This is an optimization exercise on Yosys and OpenROAD, whose aim is small area, a short achievable clock period and few clock cycles, not a production implementation.
Only simulation tests tie the RTL to the original design; equivalence was not proved.
Power figures rest on the tool's default switching activity, not on a simulated workload.

`flow/config.mk`:
```
export PLATFORM = sky130hd
export DESIGN_NAME = rate_matcher_engine
export DESIGN_NICKNAME = rate_matcher_engine
export VERILOG_FILES = /design/flow/design.v
export SDC_FILE = /design/flow/constraint.sdc
export NUM_CORES = 4
export LEC_CHECK = 0
export CAP_MARGIN = 20
export CORE_MARGIN = 2
export CORE_UTILIZATION = 40
export SLEW_MARGIN = 20
```
`flow/constraint.sdc`:
```
create_clock -name core_clock -period 20.0 [get_ports {clk}]
set_input_delay 4.0000 -clock core_clock [delete_from_list [all_inputs] [get_ports {clk}]]
set_output_delay 4.0000 -clock core_clock [all_outputs]
set_load 0.01 [all_outputs]
```
`flow/design.v`:
```
module rate_matcher_engine (
    input  wire         clk,
    input  wire         rst,
    input  wire         cfg_valid,
    output wire         cfg_ready,
    input  wire [46:0]  cfg_data,
    input  wire         in_valid,
    output wire         in_ready,
    input  wire [127:0] in_data,
    input  wire         in_last,
    output wire         out_valid,
    input  wire         out_ready,
    output wire [127:0] out_data,
    output wire         out_last,
    output wire [2:0]   err_code
);
    localparam integer MAX_WORDS = 11;
    localparam integer QBITS     = 128 * MAX_WORDS;    
    localparam [2:0] S_AWAIT = 3'd1,
                     S_RECV  = 3'd2,
                     S_PROC  = 3'd3,
                     S_EMIT  = 3'd4;
    localparam [2:0] P_CHECK = 3'd0,
                     P_ZC    = 3'd1,
                     P_K0    = 3'd2,
                     P_E     = 3'd3,
                     P_K0M   = 3'd4,
                     P_STEP  = 3'd5;
    localparam [2:0] ERR_NONE         = 3'd0,
                     ERR_INVALID_PARAM = 3'd2,
                     ERR_INSUFF_DATA   = 3'd3;
    reg  [2:0]   state;
    reg  [3:0]   count;
    reg  [2:0]   err;
    reg  [15:0]  inlen;
    reg  [15:0]  outlen;
    reg  [1:0]   rv;
    reg  [2:0]   nlayers;
    reg  [3:0]   qm;
    reg  [5:0]   nref;
    reg  [QBITS-1:0] qbits;
    reg  [2:0]   pstep;
    reg          bg1;
    reg  [10:0]  ncb;
    reg  [4:0]   zc;
    reg  [10:0]  k0;
    reg  [15:0]  e_len;
    reg  [15:0]  rows;
    reg  [10:0]  k0m;      
    reg  [10:0]  rstep;    
    reg  [10:0]  base;     
    reg  [10:0]  addr;     
    reg  [3:0]   col;      
    reg  [15:0]  bits_left;
    reg  [6:0]   wpos;
    reg  [127:0] wbuf;
    reg          wfull;
    reg          wlast;
    assign cfg_ready = !rst && (state == S_AWAIT);
    assign in_ready  = !rst && (state == S_RECV) && (count < MAX_WORDS);
    assign out_valid = !rst && (state == S_EMIT) && wfull;
    assign out_last  = out_valid && wlast;
    assign out_data  = wbuf;
    assign err_code  = rst ? 3'd0 : err;
    wire cfg_xfer = cfg_valid && cfg_ready;
    wire in_xfer  = in_valid && in_ready;
    wire out_xfer = out_valid && out_ready;
    reg bg1_calc;
    always @(*) begin
        case (inlen)
            16'd132,  16'd198,  16'd264,  16'd330,  16'd396,  16'd462,
            16'd528,  16'd594,  16'd660,  16'd726,  16'd792,  16'd858,
            16'd924,  16'd990,  16'd1056, 16'd1188, 16'd1320, 16'd1452,
            16'd1584, 16'd1716, 16'd1848, 16'd1980, 16'd2112, 16'd2376,
            16'd2640, 16'd2904, 16'd3168, 16'd3432, 16'd3696, 16'd3960,
            16'd4224, 16'd4752, 16'd5280, 16'd5808, 16'd6336, 16'd6864,
            16'd7392, 16'd7920, 16'd8448, 16'd9504, 16'd10560, 16'd11616,
            16'd12672, 16'd13728, 16'd14784, 16'd15840, 16'd16896,
            16'd19008, 16'd21120, 16'd23232, 16'd25344:
                bg1_calc = 1'b1;
            default:
                bg1_calc = 1'b0;
        endcase
    end
    reg [5:0] kcoef;
    always @(*) begin
        case ({bg1, rv})
            3'b1_00: kcoef = 6'd0;
            3'b1_01: kcoef = 6'd17;
            3'b1_10: kcoef = 6'd33;
            3'b1_11: kcoef = 6'd56;
            3'b0_00: kcoef = 6'd0;
            3'b0_01: kcoef = 6'd13;
            3'b0_10: kcoef = 6'd25;
            default: kcoef = 6'd43;
        endcase
    end
    reg          div_busy;
    reg  [4:0]   div_cnt;
    reg  [16:0]  div_q;       
    reg  [11:0]  div_r;
    reg  [10:0]  div_d;
    reg          div_start;
    reg  [16:0]  div_start_n;
    reg  [10:0]  div_start_d;
    wire [11:0]  div_r_sh  = {div_r[10:0], div_q[16]};
    wire [12:0]  div_diff  = {1'b0, div_r_sh} - {2'b00, div_d};
    wire         div_ge    = !div_diff[12];
    wire         div_done  = div_busy && (div_cnt == 5'd0);
    always @(posedge clk) begin
        if (rst) begin
            div_busy <= 1'b0;
            div_cnt  <= 5'd0;
        end else if (div_start) begin
            div_busy <= 1'b1;
            div_cnt  <= 5'd17;
            div_q    <= div_start_n;
            div_r    <= 12'd0;
            div_d    <= div_start_d;
        end else if (div_busy && div_cnt != 5'd0) begin
            div_cnt  <= div_cnt - 5'd1;
            div_q    <= {div_q[15:0], div_ge};
            div_r    <= div_ge ? div_diff[11:0] : div_r_sh;
        end else begin
            div_busy <= 1'b0;
        end
    end
    wire [16:0] div_quot = div_q;
    wire [10:0] div_rem  = div_r[10:0];
    wire [6:0]  nq       = nlayers * qm;
    wire [10:0] ncb_calc = (nref == 6'd0)            ? inlen[10:0] :
                           ({10'd0, nref} < inlen)    ? {5'd0, nref} : inlen[10:0];
    wire        bad_inlen = (inlen == 16'd0);
    wire        short_in  = (inlen > QBITS);
    wire        bad_nq    = (nq == 7'd0);
    wire        last_col  = (col == qm - 4'd1);
    wire [10:0] base_inc  = (base + 11'd1 == ncb) ? 11'd0 : base + 11'd1;
    wire [11:0] addr_add  = {1'b0, addr} + {1'b0, rstep};
    wire [10:0] addr_step = (addr_add >= {1'b0, ncb}) ? addr_add[10:0] - ncb : addr_add[10:0];
    wire        cur_bit   = qbits[addr];
    always @(*) begin
        div_start   = 1'b0;
        div_start_n = 17'd0;
        div_start_d = 11'd1;
        if (!rst && state == S_PROC) begin
            case (pstep)
                P_CHECK: begin
                    div_start   = !(bad_inlen || short_in || bad_nq);
                    div_start_n = {1'b0, inlen};
                    div_start_d = bg1_calc ? 11'd66 : 11'd50;
                end
                P_ZC: begin
                    div_start   = div_done;
                    div_start_n = kcoef * ncb;
                    div_start_d = inlen[10:0];
                end
                P_K0: begin
                    div_start   = div_done;
                    div_start_n = {1'b0, outlen};
                    div_start_d = {4'd0, nq};
                end
                P_E: begin
                    div_start   = div_done && (div_quot[15:0] != 16'd0);
                    div_start_n = {6'd0, k0};
                    div_start_d = ncb;
                end
                P_K0M: begin
                    div_start   = div_done;
                    div_start_n = {1'b0, rows};
                    div_start_d = ncb;
                end
                default: ;
            endcase
        end
    end
    always @(posedge clk) begin
        if (rst || state > S_EMIT || state < S_AWAIT) begin
            state     <= S_AWAIT;
            count     <= 4'd0;
            err       <= ERR_NONE;
            pstep     <= P_CHECK;
            wfull     <= 1'b0;
            wlast     <= 1'b0;
        end else begin
            case (state)
                S_AWAIT: begin
                    if (cfg_xfer) begin
                        inlen   <= cfg_data[15:0];
                        outlen  <= cfg_data[31:16];
                        rv      <= cfg_data[33:32];
                        nlayers <= cfg_data[36:34];
                        qm      <= cfg_data[40:37];
                        nref    <= cfg_data[46:41];
                        err     <= ERR_NONE;
                        count   <= 4'd0;
                        state   <= S_RECV;
                    end
                end
                S_RECV: begin
                    if (in_xfer) begin
                        if (count == MAX_WORDS - 1) begin
                            count <= 4'd0;
                            pstep <= P_CHECK;
                            state <= S_PROC;
                        end else begin
                            count <= count + 4'd1;
                        end
                    end
                end
                S_PROC: begin
                    case (pstep)
                        P_CHECK: begin
                            ncb <= ncb_calc;
                            bg1 <= bg1_calc;
                            if (bad_inlen) begin
                                err   <= ERR_INVALID_PARAM;
                                state <= S_AWAIT;
                            end else if (short_in) begin
                                err   <= ERR_INSUFF_DATA;
                                state <= S_AWAIT;
                            end else if (bad_nq) begin
                                err   <= ERR_INVALID_PARAM;
                                state <= S_AWAIT;
                            end else begin
                                pstep <= P_ZC;
                            end
                        end
                        P_ZC: if (div_done) begin
                            zc    <= div_quot[4:0];
                            pstep <= P_K0;
                        end
                        P_K0: if (div_done) begin
                            k0    <= div_quot[5:0] * zc;
                            pstep <= P_E;
                        end
                        P_E: if (div_done) begin
                            e_len <= div_quot[15:0] * nq;
                            rows  <= div_quot[15:0] * nlayers;
                            if (div_quot[15:0] == 16'd0) begin
                                pstep <= P_CHECK;
                                state <= S_AWAIT;
                            end else begin
                                pstep <= P_K0M;
                            end
                        end
                        P_K0M: if (div_done) begin
                            k0m   <= div_rem;
                            pstep <= P_STEP;
                        end
                        default: if (div_done) begin    
                            rstep     <= div_rem;
                            base      <= k0m;
                            addr      <= k0m;
                            col       <= 4'd0;
                            bits_left <= e_len;
                            wpos      <= 7'd0;
                            wbuf      <= 128'd0;
                            wfull     <= 1'b0;
                            wlast     <= 1'b0;
                            pstep     <= P_CHECK;
                            state     <= S_EMIT;
                        end
                    endcase
                end
                S_EMIT: begin
                    if (wfull) begin
                        if (out_xfer) begin
                            wfull <= 1'b0;
                            wbuf  <= 128'd0;
                            wpos  <= 7'd0;
                            if (wlast) begin
                                wlast <= 1'b0;
                                state <= S_AWAIT;
                            end
                        end
                    end else begin
                        wbuf[7'd127 - wpos] <= cur_bit;
                        wpos      <= wpos + 7'd1;
                        bits_left <= bits_left - 16'd1;
                        if (wpos == 7'd127 || bits_left == 16'd1) begin
                            wfull <= 1'b1;
                            wlast <= (bits_left == 16'd1);
                        end
                        if (last_col) begin
                            col  <= 4'd0;
                            base <= base_inc;
                            addr <= base_inc;
                        end else begin
                            col  <= col + 4'd1;
                            addr <= addr_step;
                        end
                    end
                end
                default: state <= S_AWAIT;
            endcase
        end
    end
    genvar g;
    wire [127:0] in_rev;
    generate
        for (g = 0; g < 128; g = g + 1) begin : g_rev
            assign in_rev[g] = in_data[127 - g];
        end
    endgenerate
    always @(posedge clk) begin
        if (in_xfer)
            qbits <= {in_rev, qbits[QBITS-1:128]};
    end
endmodule
```
`flow/run.sh`:
```
#!/bin/bash
# synth_recipe.tcl (not shown) runs the flow's synth.tcl, then flattens the netlist and writes it again
# the make line also repeats each setting of config.mk as NAME=value (left out here)
make -C /OpenROAD-flow-scripts/flow DESIGN_CONFIG=/design/flow/config.mk WORK_HOME=/design/flow/orfs CLKGATE_MAP_FILE= SYNTH_SCRIPT=/design/flow/synth_recipe.tcl finish
```
==> results.txt <==
power by group through the flow:
stage / combinational [mW] / clock, mW / sequential [mW]
3_3_place_gp: 0.975 / 0 / 4.31
6_report: 0.982 / 3.18 / 4.23
5_1_grt: 1.12 / 3.39 / 4.24
4_1_cts: 0.997 / 3.25 / 4.23
2_1_floorplan: 0.727 / 0 / 4.31
3_5_place_dp: 0.994 / 0 / 4.31
flip-flops by register name, indices dropped and copies added, names as in the netlist, 6 cells and up:
signal and flops:
nref 6, ncb 11, inlen 16, rstep 11
div_r 11, outlen 16, wpos 7, addr 11
div_d 11, k0 11, div_q 17, k0m 11
bits_left 16, qbits 1408, wbuf 128, e_len 16
rows 16, base 11
metal layers:
layer	wire, um	GRT usage
met1	76810	0.2405
met2	103500	0.3410
met3	9492	0.02817
met4	5697	0.06192
met5	13	0
critical path, delay by kind of cell:
family | cells | cell delay (ns)
buf+inv | 3 | 1.47
simple gates | 2 | 0.43
stage by stage:
stage | utilization | cells | cell area [um^2]
floorplan | - | 4897 | 79130
global route | 0.4595 | 8006 | 90520
CTS | 0.4592 | 7986 | 90460
global placement | 0.4313 | 7666 | 84980
finish | 0.4595 | 8007 | 90530
detailed placement | 0.4314 | 7666 | 84980
worst max-delay path by stage:
stage,startpoint,to,slack (ns),cells after the start
after floorplan,rst,pstep[1],3.42,8
after global placement,rst,out_last,10.12,5
after detailed placement,rst,out_last,10.06,5
after CTS,rst,out_last,10.07,5
after global routing,rst,out_last,9.94,5
final,rst,out_last,10.10,5
logic make-up after synthesis:
group,count (synthesis),share of synthesized area
buf+inv,517,0.02944
mux,472,0.1127
simple gates,1018,0.06021
compound gates,728,0.06088
flops,1773,0.6703
other cells,1,0.00004739
xor+xnor,135,0.01494
fa+ha+maj,253,0.05148
final cells by class:
class	instances	area share
diodes	20	0.0005529
clock buffers	221	0.05099
clock inverters	99	0.009537
inverters	258	0.01070
multi-input cells	2607	0.2637
flip-flops and latches	1773	0.5859
well taps	2640	0.03649
repair buffers	389	0.04207
cells in the final DEF (no fill, tap or decap), types with 101 or more instances in the layout:
cell / netlist / final
inv_1: 256 / 255
mux2i_1: 118 / 118
a21oi_1: 206 / 204
mux4_2: 333 / 333
clkbuf_16: 0 / 178
ha_1: 132 / 132
nand2_1: 297 / 297
o21ai_0: 112 / 111
nor2_1: 288 / 283
edfxtp_1: 1753 / 1753
clkdlybuf4s50_1: 0 / 313
fa_1: 121 / 121
and2_1: 103 / 101
==> impl_metrics.env <==
export IMPL_cap_violations=0
export IMPL_switching_share=0.2406
export IMPL_ys_flop_type="edfxtp_1"
export IMPL_register_area_um2=53040
export IMPL_critical_path_cell_chain="clkdlybuf4s50_1, inv_1, and3_1, and2_1, clkdlybuf4s50_1"
export IMPL_std_cell_rows=163
export IMPL_post_route_period_util=0.4950
export IMPL_path_common_cell="clkdlybuf4s50_1"
export IMPL_dp_slack_ns=10.06
export IMPL_rr_worst_depth=21
export IMPL_port_bufs=313
export IMPL_post_synth_main_area_contributors="edfxtp_1, mux4_2, fa_1, ha_1, mux2i_1"
export IMPL_die_w_um=448.8
export IMPL_max_slew_worst_pin_slew_ns=1.203
export IMPL_start_kind="input port"
export IMPL_cp_data_arrival_time_ns=5.90
export IMPL_hold_path_end="qbits[763]"
export IMPL_status="finished clean"
export IMPL_final_hold_violation_count=0
export IMPL_grt_util_all_layers=0.1919
export IMPL_pwr_share_comb=0.117
export IMPL_via_per_instance_ratio=5.427
export IMPL_critical_path_reg2reg_startpoint="nlayers[1]"
export IMPL_final_period_minus_worst_setup_slack_ns=9.900
export IMPL_whs_path_depth=0
export IMPL_power_internal_mw=6.376
export IMPL_cell_variety_after_synth=83
export IMPL_global_route_overflow_total=0
export IMPL_hold_slack_ns=0.4338
export IMPL_async_flop_share=0
export IMPL_filler_cell_count=17040
export IMPL_clock_tree_htree_level_count=4
export IMPL_design_final_nets=5640
export IMPL_worst_hold_startpoint="qbits[891]"
export IMPL_max_slew_margin=0.1981
export IMPL_layout_drive_gt1_share=0.1339
export IMPL_start_util=0.4016
export IMPL_r2r_end="e_len[15]"
export IMPL_cts_hold_buffers=0
export IMPL_totalWireLength_mm=195.5
export IMPL_seqPwrFrac=0.504
export IMPL_syn_inst=4897
export IMPL_ir_worst_vdd_mv=0.07393
export IMPL_multi_input_gate_area_um2=23880
export IMPL_worst_skew_pair_late_latency_ns=0.82
export IMPL_clock_tree_from_tritoncts="built"
export IMPL_grt_start_max_net_pins=204
export IMPL_synth_ff_latch_count=1773
export IMPL_hpwlAfterDp_mm=134.9
export IMPL_crit_required_ns=16.00
export IMPL_fin_setup_tns_ns=0
export IMPL_worst_setup_path_type="in -> out"
export IMPL_synthToLayoutAreaGrowth_pct=14.40
export IMPL_post_cts_resized=0
export IMPL_routabilityCongestion=0.8655
export IMPL_p_sw_mw=2.020
export IMPL_post_synth_instance_area_um2=79130
export IMPL_power_density_nw_per_um2=92.74
export IMPL_post_synth_cell_area_avg_um2=16.16
export IMPL_worst_clock_skew_on_the_final_layout_ns=0.03954
export IMPL_maxSlewViolCount=0
export IMPL_route_detailed_wl_per_inst_um=24.41
export IMPL_ioPinCount=316
export IMPL_die_area_um2=201400
export IMPL_power_clock_fraction=0.379
export IMPL_synth_most_common_cell="edfxtp_1"
export IMPL_synth_commonest_cells="edfxtp_1, mux4_2, nand2_1"
export IMPL_r2r_slack_ns=12.78
export IMPL_drtAntennaViolNets=0
export IMPL_grt_setup_unrepaired="no"
export IMPL_synth_sequential_area_ratio=0.6703
export IMPL_synth_fp_nets=5331
export IMPL_cellLeakagePower_nw=30.18
export IMPL_post_cts_setup_buffers=0
export IMPL_root_buffer="clkbuf_16"
export IMPL_detailedRoute_firstPassIterationCount=6
export IMPL_routed_via_count=43460
export IMPL_crit_path_top_delay_cell="clkdlybuf4s50_1"
export IMPL_placeableCoreArea_um2=197000
export IMPL_maximum_clock_insertion_buffer_count=3
export IMPL_via_count_of_the_first_global_routing_pass=44110
export IMPL_setup_worst_path_end_class="primary output"
export IMPL_synthesis_yosys_warnings=1
export IMPL_total_power_mw=8.396
export IMPL_fmax_mhz=101.0
export IMPL_yosysTopAreaCell="edfxtp_1"
export IMPL_cpPeakStageDelay_ns=0.62
export IMPL_dr_first_iter_drc_count=4181
export IMPL_clock_pin_transition_on_the_worst_setup_and_hold_timing_paths_ns=0.06
export IMPL_setup_viol=0
export IMPL_drc_errors=0
export IMPL_antenna_violations_before_repair=27
export IMPL_hold_path_class="reg -> reg"
export IMPL_maximum_fanout_count_along_the_critical_path=10
export IMPL_grt_first_pass_wirelength_mm=290.5
export IMPL_final_critical_path_setup_slack_ns=10.10
export IMPL_tritoncts_num_buffers=177
export IMPL_synth_edff_count=1753
export IMPL_vertical_extent_of_the_die_um=448.8
export IMPL_cts_num_sinks=1773
export IMPL_yosys_area_top_type_share=0.6652
Testbench counts, summed over its fixed seeds: cycles 449,651.

-- separate check: timing with driven ports --
The results above use ideal ports. As a check the final layout listed here was re-extracted and re-timed, cells and wires unchanged. Step 1 (the two cells are an assumption about what drives the block):
set clk [get_ports {clk}]
set_driving_cell -lib_cell sky130_fd_sc_hd__clkbuf_16 $clk
set_driving_cell -lib_cell sky130_fd_sc_hd__buf_2 [delete_from_list [all_inputs] $clk]
Step 2 times the ports against the registers' clock, not the clock port: input delays grow and output delays shrink by t, the midpoint of the rising clock arrivals with the driver on. Three values: ideal, step 1, step 2; two values: the first two.
t (ns): 0.879
slack for setup (ns): 10.100 / 10.077 / 10.077
worst setup path after step 2: input to output
worst register clock-pin slew, ns: 0.08 / 0.08
worst data-port slew with drivers (ns): 0.23
After both steps this run still meets setup and hold. For this run, drivers alone change the setup slack by -0.023 ns; drivers and shift together by -0.023 ns.
